Context: an optimization exercise on an open-source flow, tuned for small area, a short achievable clock period and few clock cycles per item. The choices shown serve that exercise and are no tape-out recipe.

==> flow/design.v <==
module k7ce (
    input  wire        clk,
    input  wire        rst,         
    input  wire        cmd_valid,
    output reg         cmd_ready,
    input  wire [15:0] cmd_word,
    output reg         out_valid,
    input  wire        out_ready,
    output reg  [7:0]  out_byte,
    output wire [1:0]  st,
    output wire [7:0]  err,
    output wire        fault
);
    localparam KEY_MAX = 256;
    localparam WPORTS  = 16;    
    localparam [1:0] S_IDLE  = 2'd0,
                     S_RUN   = 2'd1,
                     S_FAULT = 2'd2;
    reg [1:0] state;
    reg [7:0] err_r;
    reg       mode;         
    reg [4:0] shift5;       
    reg       shbad;        
    reg [7:0] seed;
    reg       seedz;        
    reg [7:0] taps;
    reg       tapbad;
    reg       kempty;       
    reg       keyovf;
    reg       keybad;
    reg [7:0] wpos;         
    reg [7:0] p0n;          
    reg [7:0] qp;           
    reg       wok;          
    reg       kfull;        
    reg       do_push, do_data, do_start;
    reg       pwait;        
    reg [7:0] arg_r;        
    reg [7:0] ks_r;         
    reg [5*KEY_MAX-1:0] ring;
    reg [4:0] tap;          
    reg [7:0] lfsr;
    reg       v1;
    reg [7:0] b1;
    assign st    = state;
    assign err   = err_r;
    assign fault = state[1];
    wire take = cmd_valid & cmd_ready;
    wire [7:0] op  = cmd_word[15:8];
    wire [7:0] arg = cmd_word[7:0];
    wire arg0  = (arg == 8'h00);
    wire is_keypush  = (op == 8'h01);
    wire is_setshift = (op == 8'h02);
    wire is_setseed  = (op == 8'h03);
    wire is_tapadd   = (op == 8'h04);
    wire is_start    = (op[7:1] == 7'h04) & arg0;
    wire is_data     = (op == 8'h0A);
    wire is_end      = (op == 8'h0B) & arg0;
    wire is_rst      = (op == 8'h0F) & arg0;
    wire is_param = is_keypush | is_setshift | is_setseed | is_tapadd;
    wire legal    = is_param | is_start | is_data | is_end | is_rst;
    function is_alpha(input [7:0] c);
        is_alpha = (c >= 8'h41 && c <= 8'h5A) || (c >= 8'h61 && c <= 8'h7A);
    endfunction
    wire pstore  = do_push & ~kfull & wok;
    wire [7:0] vflags = {2'b00,
                         tapbad,
                         seedz,
                         shbad,
                         keyovf | (do_push & kfull),
                         keybad | (pstore & ~is_alpha(arg_r)),
                         kempty & ~do_push};
    wire s_idle  = (state == S_IDLE);
    wire s_run   = (state == S_RUN);
    wire s_fault = state[1];
    wire ex_idle = take & ~rst & ~is_rst & s_idle;
    wire ex_run  = take & ~rst & ~is_rst & s_run;
    wire clr = rst | (take & is_rst) | (ex_run & is_end);
    always @(posedge clk) begin
        if (clr) begin
            state  <= S_IDLE;
            err_r  <= 8'h00;
        end else if (take & ~s_fault) begin
            if (!legal) begin
                state <= S_FAULT;
                err_r <= 8'h80;
            end else if (s_idle) begin
                if (is_start) begin
                    if (vflags != 8'h00) begin
                        state <= S_FAULT;
                        err_r <= vflags;
                    end else begin
                        state <= S_RUN;
                    end
                end else if (!is_param) begin
                    state <= S_FAULT;
                    err_r <= 8'h40;
                end
            end else begin
                if (!is_data) begin
                    state <= S_FAULT;
                    err_r <= 8'h40;
                end
            end
        end
    end
    always @(posedge clk) begin
        if (clr) begin
            shbad  <= 1'b1;
            seedz  <= 1'b1;
            taps   <= 8'h00;
            tapbad <= 1'b0;
        end else if (ex_idle) begin
            if (is_setshift)
                shbad <= (arg == 8'd0) || (arg > 8'd25);
            if (is_setseed)
                seedz <= arg0;
            if (is_tapadd) begin
                if (arg[7:3] == 5'd0)
                    taps <= taps | (8'd1 << arg[2:0]);
                else
                    tapbad <= 1'b1;
            end
        end
    end
    always @(posedge clk) begin
        if (ex_idle & is_setshift)
            shift5 <= arg[4:0];
        if (ex_idle & is_setseed)
            seed <= arg;
        if (ex_idle & is_start)
            mode <= op[0];
    end
    wire do_push_n  = ~rst & (pwait | (ex_idle & is_keypush));
    wire pop   = out_valid & out_ready;
    wire stall = do_data & v1 & ~pop;
    wire go    = do_data & ~stall;
    wire do_data_n  = ~rst & (stall | (ex_run & is_data));
    wire [7:0] soff = mode ? 8'd2 - {3'b000, shift5} : {3'b000, shift5} - 8'd1;
    wire [7:0] ks   = {lfsr[0], lfsr[1], lfsr[2], lfsr[3],
                       lfsr[4], lfsr[5], lfsr[6], lfsr[7]};
    wire       rrun = s_run & mode;
    always @(posedge clk) begin
        if (!stall)
            ks_r <= ks;
        if (!pwait && !stall)
            arg_r <= (rrun ? (arg ^ ks) : arg) + (s_run ? soff : 8'd0);
        do_push  <= do_push_n;
        do_data  <= do_data_n;
        do_start <= ~rst & ex_idle & is_start & (vflags == 8'h00);
    end
    integer i;
    always @(posedge clk) begin
        ring <= {ring[5*KEY_MAX-6:0], ring[5*KEY_MAX-1 -: 5]};
        for (i = 0; i < WPORTS; i = i + 1)
            if (pstore && wpos == i)
                ring[5*i +: 5] <= arg_r[4:0];
    end
    wire [4:0] rd   = ring[5*qp +: 5];
    wire       wrap = (qp == wpos);    
    wire       ld   = do_start | go;
    always @(posedge clk) begin
        p0n <= (pstore & kempty) ? 8'd1 : p0n + 8'd1;
        if (ld)
            tap <= rd;
        if (ex_idle & is_start)
            qp <= (pstore & kempty) ? 8'd0 : p0n;
        else if (ld)
            qp <= wrap ? p0n : qp;
        else
            qp <= qp + 8'd1;
    end
    wire       kempty_n = clr | (kempty & ~pstore);
    wire [7:0] wpos_n   = clr ? 8'd0 : (kempty | pstore) ? wpos : wpos + 8'd1;
    wire [7:0] p0n_n    = (pstore & kempty) ? 8'd1 : p0n + 8'd1;
    wire       wok_n    = (wpos_n < WPORTS);
    wire [7:0] wpos_c   = (kempty | pstore) ? wpos : wpos + 8'd1;
    wire       wok_c    = (wpos_c < WPORTS);   
    wire       kfull_n  = ~kempty_n & (wpos_n == p0n_n);
    always @(posedge clk) begin
        kempty <= kempty_n;
        wpos   <= wpos_n;
        wok    <= wok_n;
        kfull  <= kfull_n;
        pwait  <= do_push_n & ~kfull_n & ~wok_n;
        if (clr) begin
            keyovf <= 1'b0;
            keybad <= 1'b0;
        end else begin
            if (do_push & kfull)
                keyovf <= 1'b1;
            if (pstore & ~is_alpha(arg_r))
                keybad <= 1'b1;
        end
    end
    reg [7:0] u;
    reg [7:0] uc;
    reg [7:0] w;
    reg [7:0] lfsr_next;
    integer   j, k, q;
    always @(*) begin
        uc = 8'd1;
        for (j = 1; j < 8; j = j + 1) begin
            uc[j] = 1'b0;
            for (q = 0; q < j; q = q + 1)
                uc[j] = uc[j] ^ (taps[q] & uc[j-1-q]);
        end
        for (j = 0; j < 8; j = j + 1) begin
            w[j] = 1'b0;
            for (k = j; k < 8; k = k + 1)
                w[j] = w[j] ^ (taps[7+j-k] & lfsr[k]);
        end
        for (j = 0; j < 8; j = j + 1) begin
            lfsr_next[j] = 1'b0;
            for (k = 0; k <= j; k = k + 1)
                lfsr_next[j] = lfsr_next[j] ^ (u[j-k] & w[k]);
        end
    end
    always @(posedge clk)
        u <= uc;
    always @(posedge clk) begin
        if (ex_idle & is_start)
            lfsr <= seed;
        else if (ex_run & is_data)
            lfsr <= lfsr_next;
    end
    wire [7:0] ysum = arg_r + {{3{mode}}, tap ^ {5{mode}}};
    wire [7:0] y    = mode ? ysum : (ysum ^ ks_r);
    wire       q0v = pop ? v1 : out_valid;
    wire       q1v = pop ? 1'b0 : v1;
    wire [7:0] q0b = pop ? b1 : out_byte;
    wire v1_n = ~rst & (q1v | (q0v & go));
    always @(posedge clk) begin
        out_valid <= ~rst & (q0v | go);
        v1        <= v1_n;
        out_byte  <= q0v ? q0b : y;
        b1        <= q1v ? b1  : y;
        cmd_ready <= ~((v1_n & (stall | (take & s_run))) |
                       ((pwait | (take & s_idle)) & ~wok_c));
    end
endmodule
clock: 8.0 ns
lec_check: 0
cap_margin: 20
core_margin: 2
core_utilization: 60
cts_cluster_diameter: 100
cts_cluster_size: 22
place_density: 0.75
setup_slack_margin: 5
slew_margin: 20
run.sh (not shown) runs the stock make flow with config.mk's settings and CLKGATE_MAP_FILE= SYNTH_SCRIPT=/design/flow/synth_recipe.tcl, a recipe that flattens the netlist after the stock synthesis.
Then changed:
--- a/flow/design.v
+++ b/flow/design.v
@@ -19,20 +19,21 @@
     reg [1:0] state;
     reg [7:0] err_r;
     reg       mode;         
     reg [4:0] shift5;       
     reg       shbad;        
-    reg [7:0] seed;
     reg       seedz;        
     reg [7:0] taps;
     reg       tapbad;
     reg       kempty;       
     reg       keyovf;
     reg       keybad;
     reg [7:0] wpos;         
     reg [7:0] p0n;          
     reg [7:0] qp;           
+    reg [15:0] qlo;         
+    reg [15:0] qhi;         
     reg       wok;          
     reg       kfull;        
     reg       do_push, do_data, do_start;
     reg       pwait;        
     reg [7:0] arg_r;        
@@ -71,12 +72,12 @@
                          keybad | (pstore & ~is_alpha(arg_r)),
                          kempty & ~do_push};
     wire s_idle  = (state == S_IDLE);
     wire s_run   = (state == S_RUN);
     wire s_fault = state[1];
-    wire ex_idle = take & ~rst & ~is_rst & s_idle;
-    wire ex_run  = take & ~rst & ~is_rst & s_run;
+    wire ex_idle = take & ~rst & s_idle;
+    wire ex_run  = take & ~rst & s_run;
     wire clr = rst | (take & is_rst) | (ex_run & is_end);
     always @(posedge clk) begin
         if (clr) begin
             state  <= S_IDLE;
             err_r  <= 8'h00;
@@ -124,18 +125,16 @@
         end
     end
     always @(posedge clk) begin
         if (ex_idle & is_setshift)
             shift5 <= arg[4:0];
-        if (ex_idle & is_setseed)
-            seed <= arg;
-        if (ex_idle & is_start)
+        if (s_idle)
             mode <= op[0];
     end
     wire do_push_n  = ~rst & (pwait | (ex_idle & is_keypush));
     wire pop   = out_valid & out_ready;
-    wire stall = do_data & v1 & ~pop;
+    wire stall = do_data & v1;
     wire go    = do_data & ~stall;
     wire do_data_n  = ~rst & (stall | (ex_run & is_data));
     wire [7:0] soff = mode ? 8'd2 - {3'b000, shift5} : {3'b000, shift5} - 8'd1;
     wire [7:0] ks   = {lfsr[0], lfsr[1], lfsr[2], lfsr[3],
                        lfsr[4], lfsr[5], lfsr[6], lfsr[7]};
@@ -154,37 +153,50 @@
         ring <= {ring[5*KEY_MAX-6:0], ring[5*KEY_MAX-1 -: 5]};
         for (i = 0; i < WPORTS; i = i + 1)
             if (pstore && wpos == i)
                 ring[5*i +: 5] <= arg_r[4:0];
     end
-    wire [4:0] rd   = ring[5*qp +: 5];
+    reg [5*KEY_MAX/16-1:0] grp;
+    reg [4:0] rd;
+    integer g, m;
+    always @(*) begin
+        for (g = 0; g < KEY_MAX/16; g = g + 1) begin
+            grp[5*g +: 5] = 5'd0;
+            for (m = 0; m < 16; m = m + 1)
+                grp[5*g +: 5] = grp[5*g +: 5] | (ring[5*(16*g+m) +: 5] & {5{qlo[m]}});
+        end
+        rd = 5'd0;
+        for (g = 0; g < KEY_MAX/16; g = g + 1)
+            rd = rd | (grp[5*g +: 5] & {5{qhi[g]}});
+    end
     wire       wrap = (qp == wpos);    
     wire       ld   = do_start | go;
+    wire [7:0] qp_n = s_idle ? ((pstore & kempty) ? 8'd0 : p0n) :
+                      ld     ? (wrap ? p0n : qp) :
+                               qp + 8'd1;
     always @(posedge clk) begin
         p0n <= (pstore & kempty) ? 8'd1 : p0n + 8'd1;
         if (ld)
             tap <= rd;
-        if (ex_idle & is_start)
-            qp <= (pstore & kempty) ? 8'd0 : p0n;
-        else if (ld)
-            qp <= wrap ? p0n : qp;
-        else
-            qp <= qp + 8'd1;
+        qp  <= qp_n;
+        qlo <= 16'd1 << qp_n[3:0];
+        qhi <= 16'd1 << qp_n[7:4];
     end
     wire       kempty_n = clr | (kempty & ~pstore);
     wire [7:0] wpos_n   = clr ? 8'd0 : (kempty | pstore) ? wpos : wpos + 8'd1;
     wire [7:0] p0n_n    = (pstore & kempty) ? 8'd1 : p0n + 8'd1;
     wire       wok_n    = (wpos_n < WPORTS);
     wire [7:0] wpos_c   = (kempty | pstore) ? wpos : wpos + 8'd1;
     wire       wok_c    = (wpos_c < WPORTS);   
     wire       kfull_n  = ~kempty_n & (wpos_n == p0n_n);
+    wire       kfull_c  = ~(kempty & ~pstore) & (wpos_c == p0n_n);
     always @(posedge clk) begin
         kempty <= kempty_n;
         wpos   <= wpos_n;
         wok    <= wok_n;
         kfull  <= kfull_n;
-        pwait  <= do_push_n & ~kfull_n & ~wok_n;
+        pwait  <= do_push_n & ~kfull_c & ~wok_c;
         if (clr) begin
             keyovf <= 1'b0;
             keybad <= 1'b0;
         end else begin
             if (do_push & kfull)
@@ -217,13 +229,13 @@
         end
     end
     always @(posedge clk)
         u <= uc;
     always @(posedge clk) begin
-        if (ex_idle & is_start)
-            lfsr <= seed;
-        else if (ex_run & is_data)
+        if (take & s_idle & is_setseed)
+            lfsr <= arg;
+        else if (take & s_run)
             lfsr <= lfsr_next;
     end
     wire [7:0] ysum = arg_r + {{3{mode}}, tap ^ {5{mode}}};
     wire [7:0] y    = mode ? ysum : (ysum ^ ks_r);
     wire       q0v = pop ? v1 : out_valid;
Maximum frequency rose by roughly a tenth.
Cell area falls by a little under a tenth.
Wire length went up by a quarter to a third.
Die area falls by a few percent.
Setup slack improved by 280 ps.
Clock skew is about the same.
No functional check of the RTL was part of any run of this note.

static timing again, ports no longer ideal:
How much do the figures lean on ideal ports? The routed layouts below were timed once more, with nothing changed but the port constraints.
Step 1 assumes that a clkbuf_16 drives the clock port and a buf_2 every other input.
Step 2 times the ports against the registers' clock, not the clock port: input delays grow and output delays shrink by t, the midpoint of the rising clock arrivals with the driver on.
a / b / c = ideal ports / drivers / drivers and shift; a / b = the first two.
| run | t, ns | setup slack, ns | latest minus earliest clock arrival (ns) | worst register clock-pin slew, ns | cell pins on the clock port's net |
|---|---|---|---|---|---|
| the first run | 0.691 | 4.728 / 4.728 / 4.370 | 0.028 / 0.028 | 0.10 / 0.10 | 1 |
| the second run | 0.706 | 5.010 / 4.965 / 4.383 | 0.033 / 0.033 | 0.10 / 0.10 | 1 |
After both steps every run listed still meets setup and hold. For the second run, which loses most, drivers alone change the setup slack by -0.045 ns; drivers and shift together by -0.627 ns.
